This design comes from an exercise in tuning for small area, a short achievable clock period and few clock cycles on the open sky130 flow, not from production work. Where RTL was checked, it was by simulation tests only, not by an equivalence proof against the original. Only the layout flow was run in run 1; the RTL was not checked for function there. Power figures rest on the tool's default switching activity, not on a simulated workload.

==> flow/design.v, too long to show whole: its modules and the start of the top module <==
// module pfc: 1081 lines
module pfc #(
    parameter PIX_CAP = 128,
    parameter AW      = 7
) (
    input  wire         clk,
    input  wire         rst,
    input  wire         in_valid,
    output wire         in_ready,
    input  wire [143:0] in_cmd,
    output wire         out_valid,
    input  wire         out_ready,
    output wire [143:0] out_rsp
);
  // ...
==> flow/flow/run.sh <==
#!/bin/bash
set -euo pipefail
MARGIN=10.5
sed "s|CLKGATE_MAP_FILE= |CLKGATE_MAP_FILE= SETUP_SLACK_MARGIN=$MARGIN |" standard.sh > standard_margin.sh
bash standard_margin.sh > flow_make.log 2>&1
==> flow/standard.sh <==
#!/bin/bash
# synth_recipe.tcl (not shown) runs the flow's synth.tcl, then flattens the netlist and writes it again
# the make line also repeats each setting of config.mk as NAME=value (left out here)
make -C /OpenROAD-flow-scripts/flow DESIGN_CONFIG=/design/flow/config.mk WORK_HOME=/design/flow/orfs CLKGATE_MAP_FILE= SYNTH_SCRIPT=/design/flow/synth_recipe.tcl "${@:-finish}"
==> flow/config.mk <==
export PLATFORM = sky130hd
export DESIGN_NAME = pfc
export DESIGN_NICKNAME = pfc
export VERILOG_FILES = /design/flow/design.v
export SDC_FILE = /design/flow/constraint.sdc
export NUM_CORES = 4
export LEC_CHECK = 0
export CAP_MARGIN = 20
export CORE_MARGIN = 2
export CORE_UTILIZATION = 40
export SLEW_MARGIN = 20
==> flow/constraint.sdc <==
create_clock -name core_clock -period 16.0 [get_ports {clk}]
set_input_delay 3.2000 -clock core_clock [delete_from_list [all_inputs] [get_ports {clk}]]
set_output_delay 3.2000 -clock core_clock [all_outputs]
set_load 0.01 [all_outputs]
==> flow_summary_export.csv, run 1 <==
group,metric,value,unit
die,n_tap_cell,2788,
routing,wl,245,mm
yosys,synth_top_cell_area_share,0.592,
routing,drt_iter0_drc,6216,
setup_path,reg2regPathDepth,17,
cells_and_area,seq_share,0.515,
cells_and_area,multi_input_area,0.0310,mm^2
setup_path,critPathKind,"input pin to flip-flop",
pwr,power_frac_clock,0.199,
routing,viasPerCell,5.74,
timing,period_share,0.349,
run_status,outcome,"no timing/DRC/antenna violations",
cells_and_area,num_antenna_cells,2,
pwr,p_per_area,210,mW/mm^2
setup_path,rr_endpoint,"len_q[7]",
setup_path,critical_path_arrival,6020,ps
placement,pre_cts_ws,9390,ps
setup_path,crit_chain,"clkdlybuf4s50_1, nand2_1, nand2_1, nand2_1, nand2_8, buf_8",
die,die-area,0.213,mm^2
cells_and_area,inv_count,514,
global_route,grt_max_degree,123,
yosys,ys_warn_count,1,
timing,rsz0062_at_grt,"yes",
cells_and_area,nNetsFinal,6890,
die,placeableCoreArea,0.207,mm^2
run,cap_viol_max_count,0,
pwr,p_sw,8.06,mW
pwr,pwr-share-seq,0.310,
setup_path,path_delay_family,"simple AND/OR/NAND/NOR gates",
clock_network,cts_tree,"yes",
timing,setup_ws,10420,ps
pwr,powerClk,4.03,mW
global_route,gr-usage-met2,0.340,
yosys,netlist_instances,5881,
timing,drv_slew,0,
cells_and_area,clock_area_frac,0.0586,
cells_and_area,buffers,506,
placement,dpl_cell_area,0.0894,mm^2
die,die_h,461,um
timing,finalClockSkew,42.1,ps
==> inputs of run 2 (changes only) <==
--- a/flow/design.v
+++ b/flow/design.v
@@ -91,21 +91,21 @@
     function [31:0] rows_of;
         input [2:0]  f;
         input [30:0] h;
         if (f == F_MONOVLSB)
             rows_of = ({1'b0, h} + 32'd7) >> 3;
         else
             rows_of = {1'b0, h};
     endfunction
-    function [24:0] luma_cs;
+    function [32:0] luma_cs;
         input [15:0] r, g, b;
         reg w1, w2, w3, w4, w5, w6, w7, w8, w9, w10, w11, w12, w13, w14, w15, w16, w17, w18, w19, w20, w21, w22, w23, w24, w25, w26, w27, w28, w29, w30, w31, w32, w33, w34, w35, w36, w37, w38, w39, w40, w41, w42, w43, w44, w45, w46, w47, w48, w49, w50, w51, w52, w53, w54, w55, w56, w57, w58, w59, w60, w61, w62, w63, w64, w65, w66, w67, w68, w69, w70, w71, w72, w73, w74, w75, w76, w77, w78, w79, w80, w81, w82, w83, w84, w85, w86, w87, w88, w89, w90, w91, w92, w93, w94, w95, w96, w97, w98, w99, w100, w101, w102, w103, w104, w105, w106, w107, w108, w109, w110, w111, w112, w113, w114, w115, w116, w117, w118, w119, w120, w121, w122, w123, w124, w125, w126, w127, w128, w129, w130, w131, w132, w133, w134, w135, w136, w137, w138, w139, w140, w141, w142, w143, w144, w145, w146, w147, w148, w149, w150, w151, w152, w153, w154, w155, w156, w157, w158, w159, w160, w161, w162, w163, w164, w165, w166, w167, w168, w169, w170, w171, w172, w173, w174, w175, w176, w177, w178, w179, w180, w181, w182, w183, w184, w185, w186, w187, w188, w189, w190, w191, w192, w193, w194, w195, w196, w197, w198, w199, w200, w201, w202, w203, w204, w205, w206, w207, w208, w209, w210, w211, w212, w213, w214, w215, w216, w217, w218, w219, w220, w221, w222, w223, w224, w225, w226, w227, w228, w229, w230, w231, w232, w233, w234, w235, w236, w237, w238, w239, w240, w241, w242, w243, w244, w245, w246, w247, w248, w249, w250, w251, w252, w253, w254, w255, w256, w257, w258, w259, w260, w261, w262, w263, w264, w265, w266, w267, w268, w269, w270, w271, w272, w273, w274, w275, w276, w277, w278, w279, w280, w281, w282, w283, w284, w285, w286, w287, w288, w289, w290, w291, w292, w293, w294, w295, w296, w297, w298, w299, w300, w301, w302, w303, w304, w305, w306, w307, w308, w309, w310, w311, w312, w313, w314, w315, w316, w317, w318, w319, w320, w321, w322, w323, w324, w325, w326, w327, w328, w329, w330, w331, w332, w333, w334, w335, w336, w337, w338, w339, w340, w341, w342, w343, w344, w345, w346, w347, w348, w349, w350, w351, w352, w353, w354, w355, w356, w357, w358, w359, w360, w361, w362, w363, w364, w365, w366, w367, w368, w369, w370, w371, w372, w373, w374, w375, w376, w377, w378, w379, w380, w381, w382, w383, w384, w385, w386, w387, w388, w389, w390, w391, w392, w393, w394, w395, w396, w397, w398, w399, w400, w401, w402, w403, w404, w405, w406, w407, w408, w409, w410, w411, w412, w413, w414, w415, w416, w417, w418, w419, w420, w421, w422, w423, w424, w425, w426, w427, w428, w429, w430, w431, w432, w433, w434, w435, w436, w437, w438, w439, w440, w441, w442, w443, w444, w445, w446, w447, w448, w449, w450, w451, w452, w453, w454, w455, w456, w457, w458, w459, w460, w461, w462, w463, w464, w465, w466, w467, w468, w469, w470, w471, w472, w473, w474, w475, w476, w477, w478, w479, w480, w481, w482, w483, w484, w485, w486, w487, w488, w489, w490, w491, w492, w493, w494, w495, w496, w497, w498, w499, w500, w501, w502, w503, w504, w505, w506, w507, w508, w509, w510, w511, w512, w513, w514, w515, w516, w517, w518, w519, w520, w521, w522, w523, w524, w525, w526, w527, w528, w529, w530, w531, w532, w533, w534, w535, w536, w537, w538, w539, w540, w541, w542, w543, w544, w545, w546, w547, w548, w549, w550, w551, w552, w553, w554, w555, w556, w557, w558, w559, w560, w561, w562, w563, w564, w565, w566, w567, w568, w569, w570, w571, w572, w573, w574, w575, w576, w577, w578, w579, w580, w581, w582, w583, w584, w585, w586;
         reg [31:0] ra, rb;
-        reg [20:0] lo;
+        reg [16:0] lo;
         begin
             w1 = r[1] ^ r[3] ^ ~r[5];
             w2 = (r[1] & r[3]) | (r[1] & ~r[5]) | (r[3] & ~r[5]);
             w3 = ~r[0] ^ r[3];
             w4 = ~r[0] & r[3];
             w5 = ~r[1] ^ r[4] ^ r[7];
             w6 = (~r[1] & r[4]) | (~r[1] & r[7]) | (r[4] & r[7]);
             w7 = ~r[9] ^ ~r[11];
@@ -685,37 +685,37 @@
             w581 = w464 ^ w521 ^ w520;
             w582 = (w464 & w521) | (w464 & w520) | (w521 & w520);
             w583 = w466 ^ w523 ^ w522;
             w584 = (w466 & w523) | (w466 & w522) | (w523 & w522);
             w585 = 1'b1 ^ w524;
             w586 = 1'b1 & w524;
             ra = {w585, w583, w581, w579, w577, w575, w573, w571, w569, w567, w565, w563, w561, w559, w557, w555, w553, w551, w549, w547, w545, w543, w541, w539, w537, w535, w533, w531, w529, w527, ~b[1], ~r[0]};
             rb = {w584, w582, w580, w578, w576, w574, w572, w570, w568, w566, w564, w562, w560, w558, w556, w554, w552, w550, w548, w546, w544, w542, w540, w538, w536, w534, w532, w530, w528, w526, w525, ~b[0]};
-            lo = {1'b0, ra[19:0]} + {1'b0, rb[19:0]};
-            luma_cs = {ra[31:20], rb[31:20], lo[20]};
+            lo = {1'b0, ra[15:0]} + {1'b0, rb[15:0]};
+            luma_cs = {ra[31:16], rb[31:16], lo[16]};
         end
     endfunction
     reg         valid_q;
     reg  [2:0]  fmt_q;
+    reg         fm_mono, fm_vlsb, fm_g2, fm_g4, fm_rgb;    
     reg         ord_q;
     reg         bo_q;
     reg  [30:0] w_q;
     reg  [30:0] h_q;
-    reg  [31:0] stride_q;              
-    reg  [31:0] rows_q;                
+    reg  [AW-1:0] strd_q;              
     reg  [AW:0] len_q;                 
     reg          p1_v;
     reg          p2_v;
-    reg          p2_np;                
+    reg          p2_nw;                
     reg  [1:0]   ob_n;                 
     reg          rdy_q;                
     reg          ov_q;                 
     wire adv   = !ob_n[1];             
-    wire a_adv = adv && !(p2_v && p2_np);
+    wire a_adv = adv;
     assign in_ready  = rdy_q;
     assign out_valid = ov_q;
     wire [7:0]  i_op = in_cmd[143:136];
     wire [31:0] i_a  = in_cmd[135:104];
     wire [31:0] i_b  = in_cmd[103:72];
     wire [71:0] i_c  = in_cmd[71:0];
     wire [3:0]  i_nf = i_c[71:68];
     wire i_legal_c = col_legal(i_c);
@@ -733,64 +733,208 @@
             OP_CONV:   i_ill = (i_a[31:5] != 0) || (i_b != 0) || !i_legal_c ||
                                (i_a[3:0] > 4'd5) ||
                                (i_a[4] && (i_a[3:0] != M_RGB15) && (i_a[3:0] != M_RGB16));
             default:   i_ill = 1'b1;
         endcase
     end
     wire [63:0] i_rgba0 = to_rgba(i_c[71:68], i_c[67], i_c[63:0]);
     wire        i_pixrd = (i_op == OP_PIXRD);
-    wire [63:0] i_rgba  = {i_rgba0[63:8], i_pixrd ? i_c[7:0] : i_rgba0[7:0]};
+    wire        i_new   = (i_op == OP_NEW);
+    wire [63:0] i_rgba  = i_new ? {i_a, i_b} :
+                          {i_rgba0[63:8], i_pixrd ? i_c[7:0] : i_rgba0[7:0]};
+    wire [11:0] i_xs    = {(i_a[31:11] == 0), i_a[10:0]};
+    wire [11:0] i_ys    = {(i_b[31:11] == 0), i_b[10:0]};
     wire        i_hinz  = (i_c[63:8] != 0);
     reg         p1_new, p1_set, p1_at, p1_fill, p1_clear, p1_bounds,
                 p1_cmodel, p1_geom, p1_pixrd, p1_conv, p1_ill, p1_hinz;
-    reg  [31:0] p1_a, p1_b;
+    reg  [11:0] p1_a, p1_b;            
     reg  [6:0]  p1_cm;                 
     reg  [63:0] p1_rgba;
     always @(posedge clk) begin
         if (in_ready) begin
-            p1_new    <= (i_op == OP_NEW);
+            p1_new    <= i_new;
             p1_set    <= (i_op == OP_SET);
             p1_at     <= (i_op == OP_AT);
             p1_fill   <= (i_op == OP_FILL);
             p1_clear  <= (i_op == OP_CLEAR);
             p1_bounds <= (i_op == OP_BOUNDS);
             p1_cmodel <= (i_op == OP_CMODEL);
             p1_geom   <= (i_op == OP_GEOM);
             p1_pixrd  <= i_pixrd;
             p1_conv   <= (i_op == OP_CONV);
             p1_ill    <= i_ill;
             p1_hinz   <= i_hinz;
-            p1_a      <= i_a;
-            p1_b      <= i_b;
+            p1_a      <= i_xs;
+            p1_b      <= i_ys;
             p1_cm     <= i_c[71:65];
             p1_rgba   <= i_rgba;
         end
     end
     wire [3:0]  n_fmt = p1_cm[6:3];
     wire        n_ord = p1_cm[2];
     wire [1:0]  n_boc = p1_cm[1:0];
-    wire [31:0] new_stride = stride_of(n_fmt[2:0], p1_a[30:0]);
-    wire [31:0] new_rows   = rows_of(n_fmt[2:0], p1_b[30:0]);
-    wire [AW+1:0] new_stride_c = (new_stride > PIX_CAP) ? PIX_CAP + 1 : new_stride[AW+1:0];
-    wire [AW+1:0] new_rows_c   = (new_rows   > PIX_CAP) ? PIX_CAP + 1 : new_rows[AW+1:0];
+    wire [31:0] n_w = p1_rgba[63:32];
+    wire [31:0] n_h = p1_rgba[31:0];
+    wire [31:0] new_stride = stride_of(n_fmt[2:0], {20'd0, n_w[10:0]});
+    wire [31:0] new_rows   = rows_of(n_fmt[2:0], {20'd0, n_h[10:0]});
+    wire [AW+1:0] new_stride_c = ((n_w[30:11] != 0) || (new_stride > PIX_CAP)) ? PIX_CAP + 1
+                                                                              : new_stride[AW+1:0];
+    wire [AW+1:0] new_rows_c   = ((n_h[30:11] != 0) || (new_rows > PIX_CAP)) ? PIX_CAP + 1
+                                                                            : new_rows[AW+1:0];
+    function [8:0] max_rows;
+        input [8:0] sc;
+        case (sc)
+            9'd1: max_rows = 9'd128;
+            9'd2: max_rows = 9'd64;
+            9'd3: max_rows = 9'd42;
+            9'd4: max_rows = 9'd32;
+            9'd5: max_rows = 9'd25;
+            9'd6: max_rows = 9'd21;
+            9'd7: max_rows = 9'd18;
+            9'd8: max_rows = 9'd16;
+            9'd9: max_rows = 9'd14;
+            9'd10: max_rows = 9'd12;
+            9'd11: max_rows = 9'd11;
+            9'd12: max_rows = 9'd10;
+            9'd13: max_rows = 9'd9;
+            9'd14: max_rows = 9'd9;
+            9'd15: max_rows = 9'd8;
+            9'd16: max_rows = 9'd8;
+            9'd17: max_rows = 9'd7;
+            9'd18: max_rows = 9'd7;
+            9'd19: max_rows = 9'd6;
+            9'd20: max_rows = 9'd6;
+            9'd21: max_rows = 9'd6;
+            9'd22: max_rows = 9'd5;
+            9'd23: max_rows = 9'd5;
+            9'd24: max_rows = 9'd5;
+            9'd25: max_rows = 9'd5;
+            9'd26: max_rows = 9'd4;
+            9'd27: max_rows = 9'd4;
+            9'd28: max_rows = 9'd4;
+            9'd29: max_rows = 9'd4;
+            9'd30: max_rows = 9'd4;
+            9'd31: max_rows = 9'd4;
+            9'd32: max_rows = 9'd4;
+            9'd33: max_rows = 9'd3;
+            9'd34: max_rows = 9'd3;
+            9'd35: max_rows = 9'd3;
+            9'd36: max_rows = 9'd3;
+            9'd37: max_rows = 9'd3;
+            9'd38: max_rows = 9'd3;
+            9'd39: max_rows = 9'd3;
+            9'd40: max_rows = 9'd3;
+            9'd41: max_rows = 9'd3;
+            9'd42: max_rows = 9'd3;
+            9'd43: max_rows = 9'd2;
+            9'd44: max_rows = 9'd2;
+            9'd45: max_rows = 9'd2;
+            9'd46: max_rows = 9'd2;
+            9'd47: max_rows = 9'd2;
+            9'd48: max_rows = 9'd2;
+            9'd49: max_rows = 9'd2;
+            9'd50: max_rows = 9'd2;
+            9'd51: max_rows = 9'd2;
+            9'd52: max_rows = 9'd2;
+            9'd53: max_rows = 9'd2;
+            9'd54: max_rows = 9'd2;
+            9'd55: max_rows = 9'd2;
+            9'd56: max_rows = 9'd2;
+            9'd57: max_rows = 9'd2;
+            9'd58: max_rows = 9'd2;
+            9'd59: max_rows = 9'd2;
+            9'd60: max_rows = 9'd2;
+            9'd61: max_rows = 9'd2;
+            9'd62: max_rows = 9'd2;
+            9'd63: max_rows = 9'd2;
+            9'd64: max_rows = 9'd2;
+            9'd65: max_rows = 9'd1;
+            9'd66: max_rows = 9'd1;
+            9'd67: max_rows = 9'd1;
+            9'd68: max_rows = 9'd1;
+            9'd69: max_rows = 9'd1;
+            9'd70: max_rows = 9'd1;
+            9'd71: max_rows = 9'd1;
+            9'd72: max_rows = 9'd1;
+            9'd73: max_rows = 9'd1;
+            9'd74: max_rows = 9'd1;
+            9'd75: max_rows = 9'd1;
+            9'd76: max_rows = 9'd1;
+            9'd77: max_rows = 9'd1;
+            9'd78: max_rows = 9'd1;
+            9'd79: max_rows = 9'd1;
+            9'd80: max_rows = 9'd1;
+            9'd81: max_rows = 9'd1;
+            9'd82: max_rows = 9'd1;
+            9'd83: max_rows = 9'd1;
+            9'd84: max_rows = 9'd1;
+            9'd85: max_rows = 9'd1;
+            9'd86: max_rows = 9'd1;
+            9'd87: max_rows = 9'd1;
+            9'd88: max_rows = 9'd1;
+            9'd89: max_rows = 9'd1;
+            9'd90: max_rows = 9'd1;
+            9'd91: max_rows = 9'd1;
+            9'd92: max_rows = 9'd1;
+            9'd93: max_rows = 9'd1;
+            9'd94: max_rows = 9'd1;
+            9'd95: max_rows = 9'd1;
+            9'd96: max_rows = 9'd1;
+            9'd97: max_rows = 9'd1;
+            9'd98: max_rows = 9'd1;
+            9'd99: max_rows = 9'd1;
+            9'd100: max_rows = 9'd1;
+            9'd101: max_rows = 9'd1;
+            9'd102: max_rows = 9'd1;
+            9'd103: max_rows = 9'd1;
+            9'd104: max_rows = 9'd1;
+            9'd105: max_rows = 9'd1;
+            9'd106: max_rows = 9'd1;
+            9'd107: max_rows = 9'd1;
+            9'd108: max_rows = 9'd1;
+            9'd109: max_rows = 9'd1;
+            9'd110: max_rows = 9'd1;
+            9'd111: max_rows = 9'd1;
+            9'd112: max_rows = 9'd1;
+            9'd113: max_rows = 9'd1;
+            9'd114: max_rows = 9'd1;
+            9'd115: max_rows = 9'd1;
+            9'd116: max_rows = 9'd1;
+            9'd117: max_rows = 9'd1;
+            9'd118: max_rows = 9'd1;
+            9'd119: max_rows = 9'd1;
+            9'd120: max_rows = 9'd1;
+            9'd121: max_rows = 9'd1;
+            9'd122: max_rows = 9'd1;
+            9'd123: max_rows = 9'd1;
+            9'd124: max_rows = 9'd1;
+            9'd125: max_rows = 9'd1;
+            9'd126: max_rows = 9'd1;
+            9'd127: max_rows = 9'd1;
+            9'd128: max_rows = 9'd1;
+            9'd129: max_rows = 9'd0;
+            default: max_rows = 9'd511;
+        endcase
+    endfunction
+    wire a_cap = (new_rows_c > max_rows(new_stride_c));
     reg  [3:0] native_model;
     always @(*) begin
         case (fmt_q)
             F_MONO, F_MONOVLSB: native_model = M_MONO;
             F_GRAY2:            native_model = M_GRAY2;
             F_GRAY4:            native_model = M_GRAY4;
             F_RGB15:            native_model = M_RGB15;
             default:            native_model = M_RGB16;
         endcase
     end
     wire [15:0] cr = p1_rgba[63:48];
     wire [15:0] cg = p1_rgba[47:32];
     wire [15:0] cb = p1_rgba[31:16];
-    wire [24:0] a_lcs = luma_cs(cr, cg, cb);    
+    wire [32:0] a_lcs = luma_cs(cr, cg, cb);    
     wire [3:0]  tgt_model = p1_conv ? p1_a[3:0] : native_model;
     wire        tgt_ord   = p1_conv ? p1_a[4]   : ord_q;
     reg  [63:0] conv_hi;               
     reg  [1:0]  tgt_gk;                
     always @(*) begin
         conv_hi = 64'd0;
         tgt_gk  = 2'd0;
         case (tgt_model)
@@ -800,94 +944,82 @@
             M_RGB15: conv_hi = tgt_ord ? {49'd0, cb[15:11], cg[15:11], cr[15:11]}
                                        : {49'd0, cr[15:11], cg[15:11], cb[15:11]};
             M_RGB16: conv_hi = tgt_ord ? {48'd0, cb[15:11], cg[15:10], cr[15:11]}
                                        : {48'd0, cr[15:11], cg[15:10], cb[15:11]};
             default: conv_hi = p1_rgba;
         endcase
     end
     wire [15:0] nv = conv_hi[15:0];    
-    wire [31:0] px = p1_a;
-    wire [31:0] py = p1_b;
-    wire in_bounds = !px[31] && !py[31] && (px[30:0] < w_q) && (py[30:0] < h_q);
-    wire [AW-1:0] stride_a = stride_q[AW-1:0];
-    reg  [AW-1:0] row, col;
-    reg  [2:0]    sh;
-    reg  [3:0]    lm;
-    always @(*) begin
-        case (fmt_q)
-            F_MONO: begin
-                row = py[AW-1:0]; col = px[AW+2:3];
-                sh  = px[2:0]; lm = 4'h1;
-            end
-            F_MONOVLSB: begin
-                row = py[AW+2:3]; col = px[AW-1:0];
-                sh  = py[2:0]; lm = 4'h1;
-            end
-            F_GRAY2: begin
-                row = py[AW-1:0]; col = px[AW+1:2];
-                sh  = 3'd6 - {px[1:0], 1'b0}; lm = 4'h3;
-            end
-            F_GRAY4: begin
-                row = py[AW-1:0]; col = px[AW:1];
-                sh  = px[0] ? 3'd0 : 3'd4; lm = 4'hF;
-            end
-            default: begin
-                row = py[AW-1:0]; col = {px[AW-2:0], 1'b0};
-                sh  = 3'd0; lm = 4'h0;
-            end
-        endcase
-    end
+    wire [10:0] px = p1_a[10:0];
+    wire [10:0] py = p1_b[10:0];
+    wire in_bounds = p1_a[11] && p1_b[11] && (px < w_q[10:0]) && (py < h_q[10:0]);
+    wire [AW-1:0] stride_a = strd_q;
+    wire [AW-1:0] row = fm_vlsb ? py[AW+2:3] : py[AW-1:0];
+    wire [AW-1:0] col = ({AW{fm_mono}} & px[AW+2:3]) |
+                        ({AW{fm_vlsb}} & px[AW-1:0]) |
+                        ({AW{fm_g2}}   & px[AW+1:2]) |
+                        ({AW{fm_g4}}   & px[AW:1])   |
+                        ({AW{fm_rgb}}  & {px[AW-2:0], 1'b0});
+    wire [2:0]    sh  = ({3{fm_mono}} & px[2:0]) |
+                        ({3{fm_vlsb}} & py[2:0]) |
+                        ({3{fm_g2}}   & {~px[1:0], 1'b0}) |
+                        ({3{fm_g4}}   & {~px[0], 2'b00});
+    wire [3:0]    lm  = {fm_g4, fm_g4, fm_g4 | fm_g2, !fm_rgb};
     wire [AW-1:0] off = row * stride_a + col;
-    wire          is_rgb   = (fmt_q == F_RGB15) || (fmt_q == F_RGB16);
+    wire          is_rgb   = fm_rgb;
     wire [7:0]    lane_msk = {4'd0, lm} << sh;
     wire [15:0]   word_nv  = (fmt_q == F_RGB15) ? {1'b0, nv[14:0]} : nv;
     wire [7:0]    wb0      = bo_q ? word_nv[7:0]  : word_nv[15:8];
     wire [7:0]    wb1      = bo_q ? word_nv[15:8] : word_nv[7:0];
-    wire          addr_ok  = !p1_hinz && ({1'b0, p1_rgba[7:0]} < {1'b0, len_q});
     reg  [2:0]  a_st;
     reg  [1:0]  a_kind;                
     reg  [71:0] a_d;
     reg         a_dz;                  
     reg  [1:0]  a_rd;                  
     reg         a_all, a_word, a_lane;
-    reg         a_np;
+    reg         a_try, a_nw;
     reg         a_lconv;               
     reg  [1:0]  a_gk;
     reg  [AW-1:0] a_addr;
     always @(*) begin
         a_st    = ST_OK;
         a_kind  = 2'd0;
         a_d     = 72'd0;
         a_dz    = 1'b0;
         a_rd    = 2'd0;
         a_all   = 1'b0;
         a_word  = 1'b0;
         a_lane  = 1'b0;
-        a_np    = 1'b0;
+        a_try   = 1'b0;
+        a_nw    = 1'b0;
         a_lconv = 1'b0;
         a_gk    = tgt_gk;
         a_addr  = off;
         if (p1_ill) begin
             a_st = ST_ILLEGAL;
         end else if (p1_conv) begin
             a_d     = {p1_a[3:0], p1_a[4], 3'b000, conv_hi};
             a_lconv = 1'b1;
         end else if (p1_new) begin
             if (valid_q)
                 a_st = ST_STATE;
             else if ((n_fmt == {1'b0, F_RGB15} || n_fmt == {1'b0, F_RGB16}) && n_boc[1])
                 a_st = ST_BYTEORDER;
-            else if (p1_a[31] || p1_b[31])
+            else if (n_w[31] || n_h[31])
                 a_st = ST_DIM;
             else begin
-                a_np  = 1'b1;
+                a_try = 1'b1;
                 a_all = 1'b1;
                 a_dz  = 1'b1;
                 a_d   = {30'd0, new_rows_c, new_stride_c, 24'd0};
+                if (a_cap)
+                    a_st = ST_CAP;
+                else
+                    a_nw = 1'b1;
             end
         end else if (!valid_q) begin
             a_st = ST_STATE;
         end else begin
             if (p1_set) begin
                 a_dz = 1'b1;
                 if (in_bounds) begin
                     a_word = is_rgb;
@@ -915,68 +1047,70 @@
                 a_dz  = 1'b1;
             end
             if (p1_bounds)
                 a_kind = 2'd1;
             if (p1_cmodel)
                 a_d = {native_model, ord_q, 67'd0};
             if (p1_geom) begin
                 a_kind = 2'd2;
-                a_d = {1'b0, fmt_q, ord_q, 1'b0, bo_q, 1'b0, {(63-AW){1'b0}}, len_q};
+                a_d = {1'b0, fmt_q, ord_q, 1'b0, bo_q, 1'b0, 64'd0};    
             end
-            if (p1_pixrd) begin
-                if (addr_ok) begin
-                    a_rd   = 2'd2;
-                    a_addr = p1_rgba[AW-1:0];
-                end else
-                    a_st = ST_RANGE;
+            if (p1_pixrd) begin                        
+                a_rd   = 2'd2;
+                a_addr = p1_rgba[AW-1:0];
             end
         end
     end
     reg  [2:0]  p2_st;
     reg  [1:0]  p2_kind;
     reg  [71:0] p2_d;
     reg         p2_dz;
     reg  [1:0]  p2_rd;
     reg         p2_all, p2_word, p2_lane, p2_lconv, p2_fsub;
     reg  [1:0]  p2_gk;
-    reg  [24:0] p2_lcs;
+    reg  [32:0] p2_lcs;
     reg  [AW-1:0] p2_addr;
     reg  [2:0]  p2_sh;
     reg  [3:0]  p2_lm;
     reg         p2_rgb, p2_r15, p2_bo;
+    reg         p2_hinz, p2_a7, p2_geom;
     wire a_load = a_adv && p1_v;
     wire p1_v_n  = in_ready ? in_valid : p1_v;
     wire p2_v_n  = adv ? a_load : p2_v;
-    wire p2_np_n = adv ? (a_load && a_np) : p2_np;
     always @(posedge clk) begin
         if (rst) begin
             p1_v    <= 1'b0;
             p2_v    <= 1'b0;
-            p2_np   <= 1'b0;
+            p2_nw   <= 1'b0;
             rdy_q   <= 1'b1;
             valid_q <= 1'b0;
         end else begin
             p1_v  <= p1_v_n;
             p2_v  <= p2_v_n;
-            p2_np <= p2_np_n;
-            rdy_q <= (!ob_n_n[1] && !(p2_v_n && p2_np_n)) || !p1_v_n;
-            if (a_load && a_np) begin
+            if (adv)
+                p2_nw <= a_load && a_nw;
+            rdy_q <= !ob_n_n[1] || !p1_v_n;
+            if (a_load && a_nw)
+                valid_q <= 1'b1;
+            if (a_load && a_try) begin
                 fmt_q    <= n_fmt[2:0];
+                fm_mono  <= (n_fmt[2:0] == F_MONO);
+                fm_vlsb  <= (n_fmt[2:0] == F_MONOVLSB);
+                fm_g2    <= (n_fmt[2:0] == F_GRAY2);
+                fm_g4    <= (n_fmt[2:0] == F_GRAY4);
+                fm_rgb   <= (n_fmt[2:0] == F_RGB15) || (n_fmt[2:0] == F_RGB16);
                 ord_q    <= n_ord;
                 bo_q     <= n_boc[0];
-                w_q      <= p1_a[30:0];
-                h_q      <= p1_b[30:0];
-                stride_q <= new_stride;
-                rows_q   <= new_rows;
+                w_q      <= n_w[30:0];
+                h_q      <= n_h[30:0];
+                strd_q   <= new_stride[AW-1:0];
             end
-            if (adv && p2_v && p2_np && !b_cap) begin
-                valid_q <= 1'b1;
+            if (adv && p2_v && p2_nw)
                 len_q   <= b_len[AW:0];
-            end
         end
     end
     always @(posedge clk) begin
         if (a_adv) begin
             p2_st    <= a_st;
             p2_kind  <= a_kind;
             p2_d     <= a_d;
             p2_dz    <= a_dz;
@@ -989,22 +1123,24 @@
             p2_gk    <= a_gk;
             p2_lcs   <= a_lcs;
             p2_addr  <= a_addr;
             p2_sh    <= sh;
             p2_lm    <= lm;
             p2_rgb   <= is_rgb;
             p2_r15   <= (fmt_q == F_RGB15);
             p2_bo    <= bo_q;
+            p2_hinz  <= p1_hinz;
+            p2_a7    <= p1_rgba[7];
+            p2_geom  <= p1_geom;
         end
     end
     wire [2*AW+3:0] b_len = p2_d[AW+25:24] * p2_d[2*AW+27:AW+26];
-    wire            b_cap = (b_len > PIX_CAP);
-    wire [11:0] l_hi  = p2_lcs[24:13] + p2_lcs[12:1] + {11'd0, p2_lcs[0]};
-    wire [3:0]  p2_l4 = l_hi[11:8];
+    wire [15:0] l_hi  = p2_lcs[32:17] + p2_lcs[16:1] + {15'd0, p2_lcs[0]};
+    wire [3:0]  p2_l4 = l_hi[15:12];
     reg  [7:0] pat;                    
     reg  [3:0] lv;                     
     always @(*) begin
         case (p2_gk)
             2'd1:    begin pat = {8{p2_l4[3]}};   lv = {3'd0, p2_l4[3]};   end
             2'd2:    begin pat = {4{p2_l4[3:2]}}; lv = {2'd0, p2_l4[3:2]}; end
             2'd3:    begin pat = {2{p2_l4}};      lv = p2_l4;              end
             default: begin pat = 8'd0;            lv = 4'd0;               end
@@ -1024,29 +1160,31 @@
             wire hit = (p2_addr[AW-1:1] == gi / 2) &&
                        (p2_word || (p2_addr[0] == gi % 2));
             always @(posedge clk) begin
                 if (p2_v && (p2_all || ((p2_word || p2_lane) && hit)))
                     pix[8*gi +: 8] <= (gi % 2 == 0) ? bus_e : bus_o;
             end
         end
     endgenerate
+    wire        b_aok   = !p2_hinz && ({p2_a7, p2_addr} < len_q);
     wire [15:0] at_word = p2_bo ? rword : {rword[7:0], rword[15:8]};
     wire [7:0]  at_lane = (rbyte >> p2_sh) & {4'd0, p2_lm};
     reg  [15:0] rdat;
     always @(*) begin
         case (p2_rd)
             2'd1:    rdat = p2_rgb ? {at_word[15] & !p2_r15, at_word[14:0]} : {8'd0, at_lane};
-            2'd2:    rdat = {8'd0, rbyte};
+            2'd2:    rdat = {8'd0, b_aok ? rbyte : 8'd0};
             default: rdat = 16'd0;
         endcase
     end
     wire [71:0] b_rc = (p2_dz ? 72'd0 : p2_d) | {56'd0, rdat} |
-                       {68'd0, p2_lconv ? lv : 4'd0};
-    wire [2:0]  b_st = (p2_np && b_cap) ? ST_CAP : p2_st;
+                       {68'd0, p2_lconv ? lv : 4'd0} |
+                       {64'd0, p2_geom && (p2_st == ST_OK) ? len_q : 8'd0};
+    wire [2:0]  b_st = (p2_rd == 2'd2 && !b_aok) ? ST_RANGE : p2_st;
     reg  [2:0]  ob0_st, ob1_st;
     reg  [1:0]  ob1_kind;
     reg  [71:0] ob0_rc, ob1_rc;
     reg  [31:0] ob0_ra, ob0_rb;        
     wire take = out_ready && ov_q;
     wire push = adv && p2_v;
     wire [1:0] ob_n_n = ob_n + {1'b0, push} - {1'b0, take};
     always @(posedge clk) begin
@@ -1057,25 +1195,26 @@
             ob_n <= ob_n_n;
             ov_q <= (ob_n_n != 2'd0);
         end
     end
     function [63:0] rarb;
         input [1:0] k;
         case (k)
             2'd1:    rarb = {1'b0, w_q, 1'b0, h_q};
-            2'd2:    rarb = {stride_q, rows_q};
+            2'd2:    rarb = {stride_of(fmt_q, w_q), rows_of(fmt_q, h_q)};
             default: rarb = 64'd0;
         endcase
     endfunction
-    wire [1:0] b_kind = p2_np ? 2'd0 : p2_kind;
+    wire [1:0] b_kind = p2_kind;
+    wire from1 = ob_n[1];
     always @(posedge clk) begin
-        if (push && (ob_n == 2'd0 || (ob_n == 2'd1 && take))) begin
-            ob0_st <= b_st; {ob0_ra, ob0_rb} <= rarb(b_kind); ob0_rc <= b_rc;
-        end else if (take) begin
-            ob0_st <= ob1_st; {ob0_ra, ob0_rb} <= rarb(ob1_kind); ob0_rc <= ob1_rc;
+        if (!ob_n[0] && !ob_n[1] || out_ready) begin
+            ob0_st <= from1 ? ob1_st : b_st;
+            {ob0_ra, ob0_rb} <= rarb(from1 ? ob1_kind : b_kind);
+            ob0_rc <= from1 ? ob1_rc : b_rc;
         end
-        if (push && ob_n == 2'd1 && !take) begin
+        if (ob_n == 2'd1) begin
             ob1_st <= b_st; ob1_kind <= b_kind; ob1_rc <= b_rc;
         end
     end
     assign out_rsp = {5'd0, ob0_st, ob0_ra, ob0_rb, ob0_rc};
 endmodule
==> flow/flow/run.sh (replaced) <==
#!/bin/bash
# The standard layout, with these changes to how it is made:
#  - ORFS's repair_timing steps (floorplan, CTS, global route) aim for setup
#    slack of MARGIN ns at the design's clock, so they also shorten paths
#    that already meet it;
#  - CTS clusters more sinks per leaf buffer, with smaller buffers and no
#    dummy loads (a balanced tree, as before);
#  - every port still gets a buffer, but a plain buf_2 rather than the
#    delay cell buffer_ports picks by default.
set -euo pipefail
MARGIN=10.5
CTS="-sink_clustering_enable -repair_clock_nets -sink_clustering_size 16 -sink_clustering_max_diameter 60 -buf_list sky130_fd_sc_hd__clkbuf_8 -dont_use_dummy_load"
BUFP="-buffer_cell sky130_fd_sc_hd__buf_2"
sed "s|CLKGATE_MAP_FILE= |CLKGATE_MAP_FILE= SETUP_SLACK_MARGIN=$MARGIN 'CTS_ARGS=$CTS' 'BUFFER_PORTS_ARGS=$BUFP' |" standard.sh > standard_margin.sh
bash standard_margin.sh > flow_make.log 2>&1
==> flow/config.mk (replaced) <==
export PLATFORM = sky130hd
export DESIGN_NAME = pfc
export DESIGN_NICKNAME = pfc
export VERILOG_FILES = /design/flow/design.v
export SDC_FILE = /design/flow/constraint.sdc
export NUM_CORES = 4
export LEC_CHECK = 0
export CAP_MARGIN = 20
export CORE_MARGIN = 2
export CORE_UTILIZATION = 55
export SLEW_MARGIN = 20
==> run 2 against run 1 <==
Against the previous run:
- still clean on timing, DRC and antenna
- final cell count is 14% lower
- via count is 0.84% lower
- utilization is 13 points higher
- sequential cell count is 80 lower
- worst setup slack worse by 10 ps
- combinational power is 4.2% lower
- global-route usage is 12 points higher
- cell area is 10% lower
- clock skew is 99 ps higher
- non-clock buffer count is 40 lower
- clock-buffer cell count is 67 lower
- hold slack better by 1.9 ps
- largest cell class unchanged
- highest routed layer unchanged
==> flow_summary_export.csv, run 2 <==
group,metric,value,unit
yosys,synth_top_cell_area_share,0.585,
global_route,first_global_vias,50400,
yosys,async_reset_ff_frac,0,
clock_network,cts_hold_buf,0,
timing,setup_ws,10410,ps
routing,wl,259,mm
timing,slew_headroom,0.228,
yosys,syn_area,0.0803,mm^2
timing,setup_tns,0,ps
routing,drc_errors,0,
yosys,synth.area.top_cells,"edfxtp_1, fa_1, mux4_2",
setup_path,cp_slowest_cell,"edfxtp_1",
cells_and_area,fillCellCount,11400,
yosys,synth-compound-area-share,0.0875,
yosys,synth_top_area_cell,"edfxtp_1",
yosys,synth_xor_area_frac,0.0162,
clock_network,clock_path_buffers,3,
placement,dpl_cell_area,0.0838,mm^2
routing,vias,52200,
yosys,synth-seq-area-share,0.587,
clock_network,numCtsBuffers,136,
routing,drtPass1Iterations,8,
placement,io_buffers,285,
placement,dp.cells,7711,
setup_path,cp_max_fo,7,
clock_network,clk_latency,920,ps
timing,hold_violations,0,
placement,gp_congestion,1.01,
cells_and_area,final_common_cell,"edfxtp_1",
yosys,synth_edf_count,1566,
routing,drt_iter0_drc,7683,
setup_path,critPathKind,"flip-flop to flip-flop",
yosys,netlist_instances,5702,
yosys,ys_warn_count,1,
pwr,p_per_area,207,mW/mm^2
global_route,grt_overflow,0,
routing,ant_nets,0,
cells_and_area,fin_cells,7915,
die,fp.dieW,386,um
timing,drv_slew,0,
timing,rsz0062_at_grt,"yes",
routing,routed.top_layer,"met5",
routing,wl_per_cell,32.8,um
yosys,synthAdderAreaFrac,0.0936,
timing,period_share,0.349,
pwr,ir_worst_vdd,0.479,mV
placement,pre_cts_ws,8970,ps
cells_and_area,largest_reg_flops,1024,
setup_path,cp-end-kind,"flip-flop",
yosys,synthDistinctLibCells,94,
global_route,track_usage,0.348,
routing,wl_met1,109,mm
timing,worst_slew_pin_slew,1160,ps
yosys,yosysMostFrequentCell,"edfxtp_1",
timing,setup_viol,0,
setup_path,slowest_delay,480,ps
pwr,total_leakage_power,31.1,nW
run,cap_viol_max_count,0,
worst_hold_path,hold_class,"flip-flop to flip-flop",
cells_and_area,largest-register,"pix",
setup_path,start_kind,"flip-flop",
cells_and_area,area_growth,7.84,%
global_route,antenna_found_initial,43,
cells_and_area,final_cell_mix,"edfxtp_1, inv_1, nand2_1, nor2_1, buf_2",
clock_network,clock-sinks,1574,
timing,fmax,0.179,GHz
yosys,synthMuxAreaShare,0.0982,
die,die_h,386,um
clock_network,path_clk_slew,100,ps
cells_and_area,fin_util,0.596,
yosys,synthTopCellsByCount,"edfxtp_1, inv_1, nand2_1",
yosys,synth_simple_gate_area_frac,0.0786,
yosys,synth-seq-cells,1574,
die,die-area,0.149,mm^2
clock_network,cts_tree,"yes",
clock_network,cts_htree_levels,4,
cells_and_area,nNetsFinal,6562,
yosys,synth_top_family_by_area,"multiplexers",
global_route,grt_max_degree,96,
die,placeableCoreArea,0.145,mm^2
setup_path,critical_path_arrival,6190,ps
clock_network,cts_root_buf,"clkbuf_8",
global_route,grt_pass1_wl,367,mm
setup_path,crit_top_cell,"o21a_1",
cells_and_area,final_area,0.0866,mm^2
timing,layout_min_cycle_time,5590,ps
timing,finalClockSkew,141,ps
routing,viasPerCell,6.59,
yosys,ys.flop_type,"edfxtp_1",
routing,wl_met3,34.0,mm
run_status,outcome,"no timing/DRC/antenna violations",
yosys,synth_area_per_cell,14.1,um^2
routing,wl_met2,108,mm
die,pin_count,294,
placement,dp_hpwl,183,mm
cells_and_area,drive_above_1_share,0.177,
die,initial_core_util,0.553,
setup_path,crit_required,16600,ps
die,num_rows,140,
[run 2: cell types whose count changed after synthesis, moves of 41 or more]
cell,previous run,this run
inv_1,510,380
edfxtp_1,1646,1566
a22o_1,90,21
o21ai_0,135,195
ha_1,193,148
nand2_1,310,355
buf_2,67,26
[run 2: worst paths after layout]
| kind | from | cells after the start | slack, ps | end |
|---|---|---|---|---|
| setup / recovery | p1_rgba[32] | 27 | 10410 | p2_st[0] |
| hold / removal | p1_cm[2] | 0 | 440 | ord_q |
| setup reg to reg | p1_rgba[32] | 27 | 10410 | p2_st[0] |
| hold reg to reg | p1_cm[2] | 0 | 440 | ord_q |
[run 2: cells by family after synthesis]
group	after synthesis
DFF	1574
and+or+nand+nor	1294
AOI/OAI and AO/OA	1042
buffers and inverters	722
muxes	489
adders and majority gates	431
xor gates and xnor gates	149
other	1
[run 2: where the power goes]
part	switching, mW	internal [mW]
logic	6.03	3.49
registers	0.278	6.07
clock network	1.28	0.760
[run 2: cell type report]
cell class	instances	area [um^2]	share of cell area
Clock buffer	136	1870	0.0216
Sequential cell	1574	47200	0.545
Multi-Input combinational cell	3414	30600	0.354
Inverter	391	1510	0.0174
Tap cell	1917	2400	0.0277
Timing Repair Buffer	466	2990	0.0345
Antenna cell	17	42.5	0.000491
[run 2: critical path, delay by kind of cell (launching register included)]
family,cells,cell delay [ps]
simple gates,7,980
fa+ha+maj,3,700
mux,1,90
compound gates,14,2810
flops,1,480
buf+inv,2,290
[run 2: stage by stage]
stage | hold WS [ps] | total power [mW]
2_1_floorplan | 400 | 12.4
3_3_place_gp | 402 | 15.5
3_5_place_dp | 425 | 15.7
4_1_cts | 434 | 17.9
5_1_grt | 447 | 19.1
6_report | 439 | 17.9
[run 2: timing repair]
item	in CTS	in global routing
pin swaps	10	20
gates resized for setup	46	61
cloned	1	0
setup buffers	30	20
endpoints found under the setup margin	931	913
[run 2: per-layer routing]
| layer | vias to the layer above | global-route usage |
|---|---|---|
| met5 | - | 0 |
| met4 | 32 | 0.0998 |
| met3 | 500 | 0.117 |
| met2 | 3108 | 0.479 |
| met1 | 26600 | 0.526 |
| li1 | 21900 | - |
Testbench counts of run 2, summed over its fixed seeds: cycles 13,219.
==> inputs of run 3 (changes only) <==
--- a/flow/flow/run.sh
+++ b/flow/flow/run.sh
@@ -9,7 +9,7 @@
 #    delay cell buffer_ports picks by default.
 set -euo pipefail
 MARGIN=10.5
-CTS="-sink_clustering_enable -repair_clock_nets -sink_clustering_size 16 -sink_clustering_max_diameter 60 -buf_list sky130_fd_sc_hd__clkbuf_8 -dont_use_dummy_load"
+CTS="-sink_clustering_enable -repair_clock_nets -sink_clustering_size 24 -sink_clustering_max_diameter 80 -buf_list sky130_fd_sc_hd__clkbuf_16 -dont_use_dummy_load"
 BUFP="-buffer_cell sky130_fd_sc_hd__buf_2"
 sed "s|CLKGATE_MAP_FILE= |CLKGATE_MAP_FILE= SETUP_SLACK_MARGIN=$MARGIN 'CTS_ARGS=$CTS' 'BUFFER_PORTS_ARGS=$BUFP' |" standard.sh > standard_margin.sh
 bash standard_margin.sh > flow_make.log 2>&1
==> run 3 against run 2 <==
Against the previous run:
- still clean
- via count down 0.31%
- sequential power barely moved
- clock-buffer cell count is 48 lower
- wire length shrank 0.37%
- fmax up 1.8%
- sequential share of layout area fell by 0.20 points
- sequential cell count stayed put
- clock skew down 27 ps
- clock power rose by about 10%
- final cell count shrank 0.62%
==> flow_summary_export.csv, run 3 <==
group,metric,value,unit
run_status,outcome,"no timing/DRC/antenna violations",
cells_and_area,fin_util,0.598,
global_route,first_global_vias,49900,
clock_network,clock-sinks,1574,
yosys,synthDistinctLibCells,94,
setup_path,slowest_delay,430,ps
routing,drt_iter0_drc,7341,
setup_path,cp_max_fo,7,
yosys,synth_top_area_cell,"edfxtp_1",
die,fp.dieW,386,um
setup_path,crit_required,16480,ps
routing,vias,52000,
timing,period_share,0.343,
setup_path,startpoint,"p1_rgba[33]",
yosys,synth_area_per_cell,14.1,um^2
clock_network,cts_htree_levels,3,
yosys,synth_edf_count,1566,
yosys,synth-seq-area-share,0.587,
clock_network,clock_path_buffers,3,
timing,hold_violations,0,
routing,wl_per_cell,32.8,um
placement,dp_hpwl,183,mm
global_route,grt_pass1_wl,365,mm
setup_path,critPathKind,"flip-flop to flip-flop",
run,cap_viol_max_count,0,
timing,setup_viol,0,
cells_and_area,nNetsFinal,6516,
setup_path,crit_top_cell,"o21a_1",
yosys,yosysMostFrequentCell,"edfxtp_1",
yosys,synth.area.top_cells,"edfxtp_1, fa_1, mux4_2",
setup_path,path_delay_family,"compound AO/OA/AOI/OAI gates",
yosys,syn_area,0.0803,mm^2
worst_hold_path,hold_class,"flip-flop to flip-flop",
die,die-area,0.149,mm^2
die,num_rows,140,
clock_network,cts_hold_buf,0,
timing,setup_ws,10510,ps
routing,wl,258,mm
placement,gp_congestion,1.01,
cells_and_area,final_area,0.0870,mm^2
pwr,ir_worst_vdd,0.479,mV
cells_and_area,largest_reg_flops,1024,
pwr,p_per_area,208,mW/mm^2
die,placeableCoreArea,0.145,mm^2
timing,setup_tns,0,ps
cells_and_area,area_growth,8.25,%
setup_path,cp.buffers_inverters,4,
cells_and_area,fillCellCount,11300,
worst_hold_path,worstHoldStart,"p1_cm[2]",
timing,drv_slew,0,
yosys,async_reset_ff_frac,0,
timing,slew_headroom,0.201,
clock_network,cts_tree,"yes",
global_route,grt_max_degree,96,
placement,dpl_cell_area,0.0838,mm^2
cells_and_area,drive_above_1_share,0.171,
yosys,netlist_instances,5702,
placement,io_buffers,285,
cells_and_area,final_cell_mix,"edfxtp_1, inv_1, nand2_1, nor2_1, buf_2",
setup_path,reg2regPathDepth,28,
setup_path,crit_cells,28,
timing,worst_slew_pin_slew,1200,ps
worst_hold_path,hold-path-cell-count,0,
cells_and_area,largest-register,"pix",
clock_network,clk_latency,740,ps
clock_network,cts_root_buf,"clkbuf_16",
timing,layout_min_cycle_time,5490,ps
timing,finalClockSkew,114,ps
setup_path,cp-end-kind,"flip-flop",
die,pin_count,294,
yosys,synth-seq-cells,1574,
global_route,track_usage,0.345,
routing,drtPass1Iterations,9,
yosys,ys.flop_type,"edfxtp_1",
setup_path,cp_slowest_cell,"edfxtp_1",
placement,pre_cts_ws,8970,ps
setup_path,rr_startpoint,"p1_rgba[33]",
yosys,ys_warn_count,1,
routing,ant_nets,0,
setup_path,critical_path_arrival,5970,ps
die,die_h,386,um
global_route,grt_overflow,0,
clock_network,numCtsBuffers,88,
timing,rsz0062_at_grt,"yes",
routing,viasPerCell,6.61,
routing,drc_errors,0,
yosys,synth_top_cell_area_share,0.585,
timing,fmax,0.182,GHz
setup_path,start_kind,"flip-flop",
pwr,total_leakage_power,31.2,nW
global_route,antenna_found_initial,39,
cells_and_area,final_common_cell,"edfxtp_1",
clock_network,path_clk_slew,90,ps
die,initial_core_util,0.553,
yosys,synthTopCellsByCount,"edfxtp_1, inv_1, nand2_1",
==> run 3: cell types whose count changed in the layout (fill, tap and decap cells not counted), moves of 3 or more <==
| cell | previous run | this run |
|---|---|---|
| clkbuf_16 | 1 | 89 |
| buf_4 | 159 | 162 |
| clkbuf_8 | 136 | 0 |
| buf_6 | 8 | 5 |
| diode_2 | 17 | 14 |
==> run 3: final timing paths <==
check,to,slack [ps]
hold / removal,ord_q,380
hold reg to reg,ord_q,380
setup / recovery,p2_st[0],10510
setup reg to reg,p2_st[0],10510
==> run 3: per-stage QoR <==
stage / hold slack (ps) / power (mW) / cells
CTS: 390 / 18.1 / 7826
finish: 378 / 18.1 / 7866
floorplan: 400 / 12.4 / 5710
detailed placement: 425 / 15.7 / 7711
global placement: 402 / 15.5 / 7710
global route: 399 / 19.3 / 7863
==> run 3: final cells by class <==
| class | count | area (um^2) | share of cell area |
|---|---|---|---|
| repair buffers | 467 | 2990 | 0.0344 |
| diodes | 14 | 35.0 | 0.000403 |
| inverters | 391 | 1510 | 0.0174 |
| clock buffers | 88 | 2200 | 0.0253 |
| multi-input cells | 3414 | 30600 | 0.352 |
| repair inverters | 1 | 5.00 | 0.0000576 |
| well taps | 1917 | 2400 | 0.0276 |
| flip-flops and latches | 1574 | 47200 | 0.543 |
==> run 3: cells by family after synthesis <==
logic type,after synthesis,share of synthesized area
flip-flops,1574,0.587
AND/OR/NAND/NOR,1294,0.0786
AO/OA/AOI/OAI,1042,0.0875
buffers and inverters,722,0.0384
multiplexers,489,0.0982
adder cells (fa/ha/maj),431,0.0936
XOR/XNOR,149,0.0162
other,1,0.0000467
==> run 3: layer usage <==
layer | up-vias | part of all wire | GRT usage
met1 | 26600 | 0.42 | 0.525
met2 | 3122 | 0.42 | 0.478
met3 | 433 | 0.13 | 0.112
met4 | 32 | 0.031 | 0.0935
met5 | - | 0.00078 | 0
li1 | 21800 | - | -
==> run 3: power breakdown <==
group | switching, mW | internal, mW | leakage, nW
logic | 6.03 | 3.48 | 15.0
registers | 0.277 | 6.07 | 15.2
clock network | 1.28 | 0.977 | 1.08
total | 7.58 | 10.5 | 31.2
==> run 3: repair_timing <==
action | in CTS | in global routing
endpoints found under the setup margin | 956 | 905
pin swaps | 9 | 14
endpoints found under the hold margin | 0 | 0
resized for setup | 48 | 54
buffers inserted | 26 | 25
cloned | 1 | 1

==> afterwards: timing with drivers on the ports <==
The results above use ideal ports. As a check the final layouts listed here were re-extracted and re-timed, cells and wires unchanged.
Step 1 sets driving cells, clkbuf_16 on the clock port and buf_2 on the other inputs (assumed; they add their load-dependent delay and slew).
Step 2 moves the port delays by t, midway between the first and last clock arrival at a register: inputs arrive t later, outputs are due t later. That takes back most of the time a late clock gives input paths.
a / b / c = no drivers / after step 1 / after step 2; a / b = the first two.
run	t (ns)	slack for setup (ns)	hold slack, ns	slew at the worst register clock pin (ns)	pins driven straight from the clock port
run 1	0.903	10.419 / 10.486 / 9.583	0.437 / 0.437 / 0.437	0.07 / 0.07	1
run 2	0.938	10.409 / 10.409 / 9.625	0.439 / 0.439 / 0.439	0.11 / 0.11	1
run 3	0.772	10.510 / 10.510 / 9.852	0.378 / 0.378 / 0.378	0.10 / 0.10	1
After both steps setup and hold are still met in every run listed. The setup slack of run 1, which loses most, moves by +0.067 ns with the drivers and by -0.836 ns with both steps.
